This is an optimization exercise on Yosys and OpenROAD, whose aim is small area, not a production implementation. The RTL of this run was laid out without a check of its function. Power and IR drop assume default switching activity.

<file path="design/flow/run.sh">
#!/bin/bash
# synth_recipe.tcl (not shown) runs the flow's synth.tcl, then flattens the netlist and writes it again
# the make line also repeats each setting of config.mk as NAME=value (left out here)
make -C /OpenROAD-flow-scripts/flow DESIGN_CONFIG=/design/flow/config.mk WORK_HOME=/design/flow/orfs CLKGATE_MAP_FILE= SYNTH_SCRIPT=/design/flow/synth_recipe.tcl finish
</file>
<file path="design/flow/config.mk">
export PLATFORM = sky130hd
export DESIGN_NAME = kojisan_sau
export DESIGN_NICKNAME = kojisan_sau
export VERILOG_FILES = /design/flow/design.v
export SDC_FILE = /design/flow/constraint.sdc
export NUM_CORES = 4
export LEC_CHECK = 0
export CAP_MARGIN = 20
export CORE_MARGIN = 2
export CORE_UTILIZATION = 40
export SLEW_MARGIN = 20
</file>
<file path="design/flow/constraint.sdc">
create_clock -name core_clock -period 500.0 [get_ports {clk}]
set_input_delay 100.0000 -clock core_clock [delete_from_list [all_inputs] [get_ports {clk}]]
set_output_delay 100.0000 -clock core_clock [all_outputs]
set_load 0.01 [all_outputs]
</file>
<file path="design/flow/design.v">
module kojisan_div (
    input  wire        clk,
    input  wire        load,
    input  wire        step,
    input  wire [47:0] dividend,
    output wire [47:0] quo
);
    localparam [17:0] DIVISOR = 18'd131070;
    reg  [47:0] q;     
    reg  [17:0] rem;
    wire [17:0] trial = {rem[16:0], q[47]};
    wire        ge    = (trial >= DIVISOR);
    always @(posedge clk) begin
        if (load) begin
            q   <= dividend;
            rem <= 18'd0;
        end else if (step) begin
            rem <= ge ? (trial - DIVISOR) : trial;
            q   <= {q[46:0], ge};
        end
    end
    assign quo = q;
endmodule
module kojisan_sau (
    input  wire        clk,
    input  wire        rst,           
    input  wire        host_we,
    input  wire [2:0]  host_addr,
    input  wire [31:0] host_wdata,
    output reg  [31:0] host_rdata,
    output wire        irq,
    output wire        bus_req,
    output reg  [2:0]  bus_op,
    output reg  [7:0]  bus_wdata,
    output wire        bus_mack,
    input  wire        bus_ans,
    input  wire [1:0]  bus_ans_code,  
    input  wire [7:0]  bus_rdata
);
    localparam [14:0] WAIT_CYCLES = 15'd32001;
    localparam [3:0] S_IDLE      = 4'd0,
                     S_W_START   = 4'd1,
                     S_W_ADDR    = 4'd2,
                     S_W_CMD     = 4'd3,
                     S_W_PAYLOAD = 4'd4,
                     S_W_STOP    = 4'd5,
                     S_WAIT      = 4'd6,
                     S_R_START   = 4'd7,
                     S_R_ADDR_W  = 4'd8,
                     S_R_REG     = 4'd9,
                     S_R_RSTART  = 4'd10,
                     S_R_ADDR_R  = 4'd11,
                     S_R_DATA    = 4'd12,
                     S_R_STOP    = 4'd13,
                     S_CHECK     = 4'd14,
                     S_ABORT     = 4'd15;
    localparam [2:0] OP_NONE   = 3'd0,
                     OP_START  = 3'd1,
                     OP_RSTART = 3'd2,
                     OP_SEND   = 3'd3,
                     OP_RECV   = 3'd4,
                     OP_STOP   = 3'd5;
    reg [3:0]  seq;
    reg [2:0]  idx;
    reg [7:0]  f0, f1, f2, f3, f4, f5;
    reg [6:0]  addr_lat;
    reg [14:0] wait_cnt;
    reg [3:0]  pend_seq;
    reg [2:0]  pend_idx;
    reg [5:0]  div_cnt;
    reg        ie;
    reg [6:0]  addr;
    reg        done, err;
    reg [1:0]  err_kind, bus_cause;
    reg        t_fail, h_fail;
    reg [3:0]  err_seq;
    reg [2:0]  err_idx;
    reg [31:0] temp, rh;
    wire busy = (seq != S_IDLE);
    function [7:0] crc8;
        input [7:0] b0, b1;
        reg   [7:0] c;
        integer     i;
        begin
            c = 8'hFF ^ b0;
            for (i = 0; i < 8; i = i + 1)
                c = c[7] ? ((c << 1) ^ 8'h31) : (c << 1);
            c = c ^ b1;
            for (i = 0; i < 8; i = i + 1)
                c = c[7] ? ((c << 1) ^ 8'h31) : (c << 1);
            crc8 = c;
        end
    endfunction
    wire t_ok = (crc8(f0, f1) == f2);
    wire h_ok = (crc8(f3, f4) == f5);
    wire [15:0] temp_raw = {f0, f1};
    wire [15:0] hum_raw  = {f3, f4};
    wire [47:0] t_dividend = 48'd2936012800 * temp_raw + 48'd65535;
    wire [47:0] h_dividend = 48'd1677721600 * hum_raw  + 48'd65535;
    wire [47:0] t_quo, h_quo;
    wire div_load = (seq == S_R_STOP) && bus_ans && (bus_ans_code == 2'd0);
    wire div_step = (seq == S_CHECK) && (div_cnt != 6'd48);
    kojisan_div u_div_t (.clk(clk), .load(div_load), .step(div_step),
                         .dividend(t_dividend), .quo(t_quo));
    kojisan_div u_div_h (.clk(clk), .load(div_load), .step(div_step),
                         .dividend(h_dividend), .quo(h_quo));
    wire [31:0] temp_val = t_quo[31:0] - 32'd377487360;
    wire [31:0] rh_val   = h_quo[31:0];
    assign bus_req  = (seq != S_IDLE) && (seq != S_WAIT) && (seq != S_CHECK);
    assign bus_mack = (seq == S_R_DATA) && (idx == 3'd5);
    always @(*) begin
        case (seq)
            S_W_START, S_R_START:                  bus_op = OP_START;
            S_R_RSTART:                            bus_op = OP_RSTART;
            S_W_ADDR, S_W_CMD, S_W_PAYLOAD,
            S_R_ADDR_W, S_R_REG, S_R_ADDR_R:       bus_op = OP_SEND;
            S_R_DATA:                              bus_op = OP_RECV;
            S_W_STOP, S_R_STOP, S_ABORT:           bus_op = OP_STOP;
            default:                               bus_op = OP_NONE;
        endcase
        case (seq)
            S_W_ADDR, S_R_ADDR_W: bus_wdata = {addr_lat, 1'b0};
            S_R_ADDR_R:           bus_wdata = {addr_lat, 1'b1};
            S_W_CMD:              bus_wdata = 8'h24;
            default:              bus_wdata = 8'h00;
        endcase
    end
    wire ans_ok    = bus_ans && (bus_ans_code == 2'd0);
    wire ans_nack  = bus_ans && (bus_ans_code == 2'd1);
    wire ans_fault = bus_ans && bus_ans_code[1];
    wire [31:0] status_word = {9'd0, err_idx, err_seq, 6'd0, h_fail, t_fail,
                               bus_cause, err_kind, 1'b0, err, done, busy};
    always @(*) begin
        case (host_addr)
            3'd0:    host_rdata = {23'd0, ie, 8'd0};
            3'd1:    host_rdata = status_word;
            3'd2:    host_rdata = {25'd0, addr};
            3'd3:    host_rdata = temp;
            3'd4:    host_rdata = rh;
            default: host_rdata = 32'd0;
        endcase
    end
    assign irq = ie && (done || err);
    wire wr_ctrl   = host_we && (host_addr == 3'd0);
    wire wr_addr   = host_we && (host_addr == 3'd2);
    wire do_start  = wr_ctrl && host_wdata[0] && !busy;
    wire do_clr    = wr_ctrl && !host_wdata[0] && host_wdata[1] && !busy;
    always @(posedge clk) begin
        if (rst) begin
            seq       <= S_IDLE;
            idx       <= 3'd0;
            f0 <= 8'd0; f1 <= 8'd0; f2 <= 8'd0; f3 <= 8'd0; f4 <= 8'd0; f5 <= 8'd0;
            addr_lat  <= 7'd0;
            wait_cnt  <= 15'd0;
            pend_seq  <= 4'd0;
            pend_idx  <= 3'd0;
            div_cnt   <= 6'd0;
            ie        <= 1'b0;
            addr      <= 7'h45;
            done      <= 1'b0;
            err       <= 1'b0;
            err_kind  <= 2'd0;
            bus_cause <= 2'd0;
            t_fail    <= 1'b0;
            h_fail    <= 1'b0;
            err_seq   <= 4'd0;
            err_idx   <= 3'd0;
            temp      <= 32'd0;
            rh        <= 32'd0;
        end else begin
            if (wr_ctrl)
                ie <= host_wdata[8];
            if (wr_addr && !busy)
                addr <= host_wdata[6:0];
            if (do_start || do_clr) begin
                done      <= 1'b0;
                err       <= 1'b0;
                err_kind  <= 2'd0;
                bus_cause <= 2'd0;
                t_fail    <= 1'b0;
                h_fail    <= 1'b0;
                err_seq   <= 4'd0;
                err_idx   <= 3'd0;
                temp      <= 32'd0;
                rh        <= 32'd0;
            end
            if (do_start) begin
                addr_lat <= addr;
                idx      <= 3'd0;
                seq      <= S_W_START;
            end
            case (seq)
                S_WAIT: begin
                    if (wait_cnt != 15'd0)
                        wait_cnt <= wait_cnt - 15'd1;
                    else
                        seq <= S_R_START;
                end
                S_CHECK: begin
                    if (!(t_ok && h_ok)) begin
                        err       <= 1'b1;
                        err_kind  <= t_ok ? 2'd3 : 2'd2;
                        t_fail    <= !t_ok;
                        h_fail    <= !h_ok;
                        bus_cause <= 2'd0;
                        err_seq   <= S_CHECK;
                        err_idx   <= idx;
                        seq       <= S_IDLE;
                    end else if (div_cnt == 6'd48) begin
                        temp <= temp_val;
                        rh   <= rh_val;
                        done <= 1'b1;
                        seq  <= S_IDLE;
                    end else begin
                        div_cnt <= div_cnt + 6'd1;
                    end
                end
                S_ABORT: begin
                    if (bus_ans) begin
                        err       <= 1'b1;
                        err_kind  <= 2'd1;
                        bus_cause <= 2'd1;
                        err_seq   <= pend_seq;
                        err_idx   <= pend_idx;
                        seq       <= S_IDLE;
                    end
                end
                S_IDLE: ;
                default: begin
                    if (ans_fault) begin
                        err       <= 1'b1;
                        err_kind  <= 2'd1;
                        bus_cause <= 2'd2;
                        err_seq   <= seq;
                        err_idx   <= idx;
                        seq       <= S_IDLE;
                    end else if (ans_nack && bus_op == OP_SEND) begin
                        pend_seq <= seq;
                        pend_idx <= idx;
                        seq      <= S_ABORT;
                    end else if (ans_ok) begin
                        case (seq)
                            S_W_STOP: begin
                                wait_cnt <= WAIT_CYCLES;
                                seq      <= S_WAIT;
                            end
                            S_R_ADDR_R: begin
                                idx <= 3'd0;
                                seq <= S_R_DATA;
                            end
                            S_R_DATA: begin
                                case (idx)
                                    3'd0: f0 <= bus_rdata;
                                    3'd1: f1 <= bus_rdata;
                                    3'd2: f2 <= bus_rdata;
                                    3'd3: f3 <= bus_rdata;
                                    3'd4: f4 <= bus_rdata;
                                    default: f5 <= bus_rdata;
                                endcase
                                if (idx != 3'd5)
                                    idx <= idx + 3'd1;
                                else
                                    seq <= S_R_STOP;
                            end
                            S_R_STOP: begin
                                div_cnt <= 6'd0;
                                seq     <= S_CHECK;
                            end
                            default:
                                seq <= seq + 4'd1;
                        endcase
                    end
                end
            endcase
        end
    end
endmodule
</file>
==> results.txt <==
## registers in the layout, indices dropped and copies added, names as in the netlist, 6 cells and up
signal / count
f3: 8
addr_lat: 7
temp: 32
u_div_t.q: 48
f0: 8
wait_cnt: 15
rh: 32
u_div_h.q: 48
f4: 8
f5: 8
div_cnt: 6
f2: 8
u_div_t.rem: 17
f1: 8
u_div_h.rem: 17
addr: 7
## cell families after synthesis
family / count (synthesis) / synth area share [%]
AND/OR/NAND/NOR: 676 / 16.9
AO/OA/AOI/OAI: 393 / 12.4
flip-flops: 310 / 38.0
buffers and inverters: 301 / 6.19
adder cells (fa/ha/maj): 201 / 15.9
XOR/XNOR: 140 / 7.56
multiplexers: 57 / 3.08
## critical path, cell delays in order
cell	delay, ps
clkdlybuf4s50_1	950
nor3_2	830
buf_4	390
a22o_1	360
clkdlybuf4s50_1	610
## routing by layer
metal | routed length [um] | global-route usage (%) | vias to the layer above
met5 | 0 | 0 | -
met4 | 954 | 5.04 | 0
met3 | 2310 | 2.97 | 62
met2 | 19900 | 29.1 | 327
met1 | 20300 | 24.3 | 6950
li1 | - | - | 7116
## final cells by class
class | count | area [um^2]
Tap cell | 607 | 759
Sequential cell | 310 | 7170
Clock buffer | 49 | 1050
Clock inverter | 18 | 233
Multi-Input combinational cell | 1467 | 10600
Fill cell | 4490 | 25200
Inverter | 200 | 751
Timing Repair Buffer | 82 | 812
## power by group through the flow
stage | Clock [mW] | Combinational [mW] | Sequential (mW)
floorplan | 0 | 0.00107 | 0.0265
global placement | 0 | 0.00166 | 0.0265
detailed placement | 0 | 0.00169 | 0.0265
CTS | 0.0291 | 0.00170 | 0.0259
global route | 0.0302 | 0.00186 | 0.0259
finish | 0.0285 | 0.00170 | 0.0259
## metrics by stage
stage | cells | util [%]
CTS | 2732 | 45.8
floorplan | 2078 | -
detailed placement | 2665 | 43.0
finish | 2733 | 45.8
global route | 2733 | 45.8
global placement | 2665 | 43.0
## worst max-delay path by stage
stage / startpoint / to / slack (ps) / cells past startpoint
CTS: host_addr[1] / host_rdata[24] / 296870 / 5
global route: host_addr[1] / host_rdata[26] / 296650 / 5
floorplan: host_addr[1] / host_rdata[17] / 298880 / 4
finish: host_addr[1] / host_rdata[26] / 296840 / 5
detailed placement: host_addr[1] / host_rdata[24] / 296910 / 5
global placement: host_addr[1] / host_rdata[24] / 296960 / 5
## synth_stat cells (all sizes together), types with 3 or more instances
| library cell | instances |
|---|---|
| o21a | 6 |
| ha | 136 |
| mux2 | 8 |
| nor2 | 126 |
| a31oi | 10 |
| xnor2 | 79 |
| or3 | 8 |
| o21ai | 94 |
| a22o | 19 |
| o2111ai | 3 |
| a211oi | 32 |
| nand3 | 134 |
| nand2 | 242 |
| xnor3 | 11 |
| buf | 23 |
| dfxtp | 214 |
| or2 | 5 |
| a311oi | 5 |
| a21boi | 4 |
| a22oi | 10 |
| and2 | 33 |
| nor2b | 16 |
| and3 | 15 |
| nand2b | 40 |
| a211o | 3 |
| clkbuf | 78 |
| edfxtp | 96 |
| a222oi | 3 |
| nor3 | 20 |
| nand3b | 5 |
| nor3b | 6 |
| xor2 | 49 |
| mux2i | 49 |
| a21oi | 173 |
| inv | 200 |
| a21o | 10 |
| nor4b | 3 |
| fa | 64 |
| nor4 | 6 |
| nand4 | 10 |
| o21bai | 5 |
==> reports/results.ini <==
[setup_path]
cp-end-kind = primary output
startpoint_type = input port
cp.arrival_ps = 103160
rr_endpoint = u_div_t.q[47]
timing.rr.start = f1[6]
path_max_fanout = 23
cp_data_required_time_ps = 400000
critical_path_class = in -> out
rr_worst_depth = 16
r2r_slack_ps = 494820

[clock_tree]
root_buffer = clkbuf_16
cts_tree = yes
htreeDepth = 2
clockBufferDepth = 3
cts_buffers = 37
cts.sinks = 310
post_cts_buffers = 0
hold_buffers = 0
cts.clk_slew.worst_paths_ps = 60
insertion_delay_ps = 530
ctsResizeCount = 0

[floorplanning]
dieArea_um2 = 48900
start_util_pct = 40.5
rows = 79
fp.dieH_um = 221
pin_count = 95
die_w_um = 221
coreArea_um2 = 46600

[sta]
setup_viol = 0
slew_violations = 0
fmaxAchievable_mhz = 4.92
fin_crit_sh_pct = 40.6
holdWs_ps = 453
fin_skew_ps = 18.4
relSlewSlack_pct = 29.0
fin_setup_tns_ps = 0
hold_viol = 0
min_period_ps = 203160
worst_slack_ps = 296840
worst_slew_pin_slew_ps = 1060
rsz0062_at_grt = no

[min_path]
min_to = addr_lat[0]
hold-path-cell-count = 2
worstHoldStart = addr_lat[0]
min_path_type = reg -> reg

[routing]
firstDrtPassIters = 7
drtIter0Drc = 1114
wl_per_cell_um = 15.9
vias = 14500
wl_mm = 43.5
drc = 0
ant_nets = 0
routed_via_density = 5.29

[finish]
layout-drive-gt1-share_pct = 4.66
layout-area-overhead-vs-synth_pct = 13.2
diodes = 0
finalNetCount = 2347
mostFrequentLayoutCell = nand2_1
final_cell_mix = nand2_1, dfxtp_1, inv_1, a21oi_1, ha_1
final_area_um2 = 21300

[placement]
place.gp.congestion = 0.832
hpwl_mm = 30.0
numPortBuffers = 70
post_dp_cell_area_um2 = 20000
place_ws_ps = 296910

[power]
pwr-share-comb_pct = 3.0
power.density_nw_per_um2 = 2.63
clockPowerShare_pct = 50.7
peakVddDrop_uv = 2.16
p_total_mw = 0.0561
p_int_mw = 0.0440
leakage_nw = 8.85
power.switching_mw = 0.0121
pwr-share-seq_pct = 46.2
switching_share_pct = 21.6

[synth]
ys_dominant_reg_cell = dfxtp_1
synth.cell_area_um2 = 18800
syn_nets = 2327
yosysTopAreaCell = dfxtp_1
synth.area.top_cells = dfxtp_1, edfxtp_1, ha_1, fa_1, nand2_1
yosys_warnings = 2
ys_seq_area_share_pct = 38.0
post_synth_num_cell_types = 72
postSynthCellCount = 2078
synth-seq-cells = 310
synth.top_cell.area_share_pct = 22.7
syn_avg_cell_area_um2 = 9.07
synth_edf_count = 96
async_reset_ff_share_pct = 0

[global_routing]
grt.total_usage_pct = 17.8
grt_pass1_vias = 14300
grt_pass1_wl_mm = 72.7
antenna_found_initial = 0
overflow = 0
grt_max_degree = 104

[status]
status = no timing/DRC/antenna violations

[job]
cap_violations = 0

==> what the ideal ports hide <==
The results above use ideal ports. As a check the final layout listed here was re-extracted and re-timed, cells and wires unchanged.
Step 1, drivers: a clkbuf_16 drives clk and a buf_2 each remaining input, both assumed.
Step 2, shift: input delay + t, output delay - t, t = (earliest + latest rising clock arrival at the registers) / 2. This alone moves slack from input paths to output paths.
Three values: ideal, step 1, step 2; two values: the first two.
t, ns: 0.576
setup slack, ns: 296.842 / 296.812 / 296.812
worst slew at a driven data input, ns: 0.05
cell pins on the clock port's net: 1
After both steps setup and hold are still met in this run. For this run, drivers alone change the setup slack by -0.030 ns; drivers and shift together by -0.030 ns.
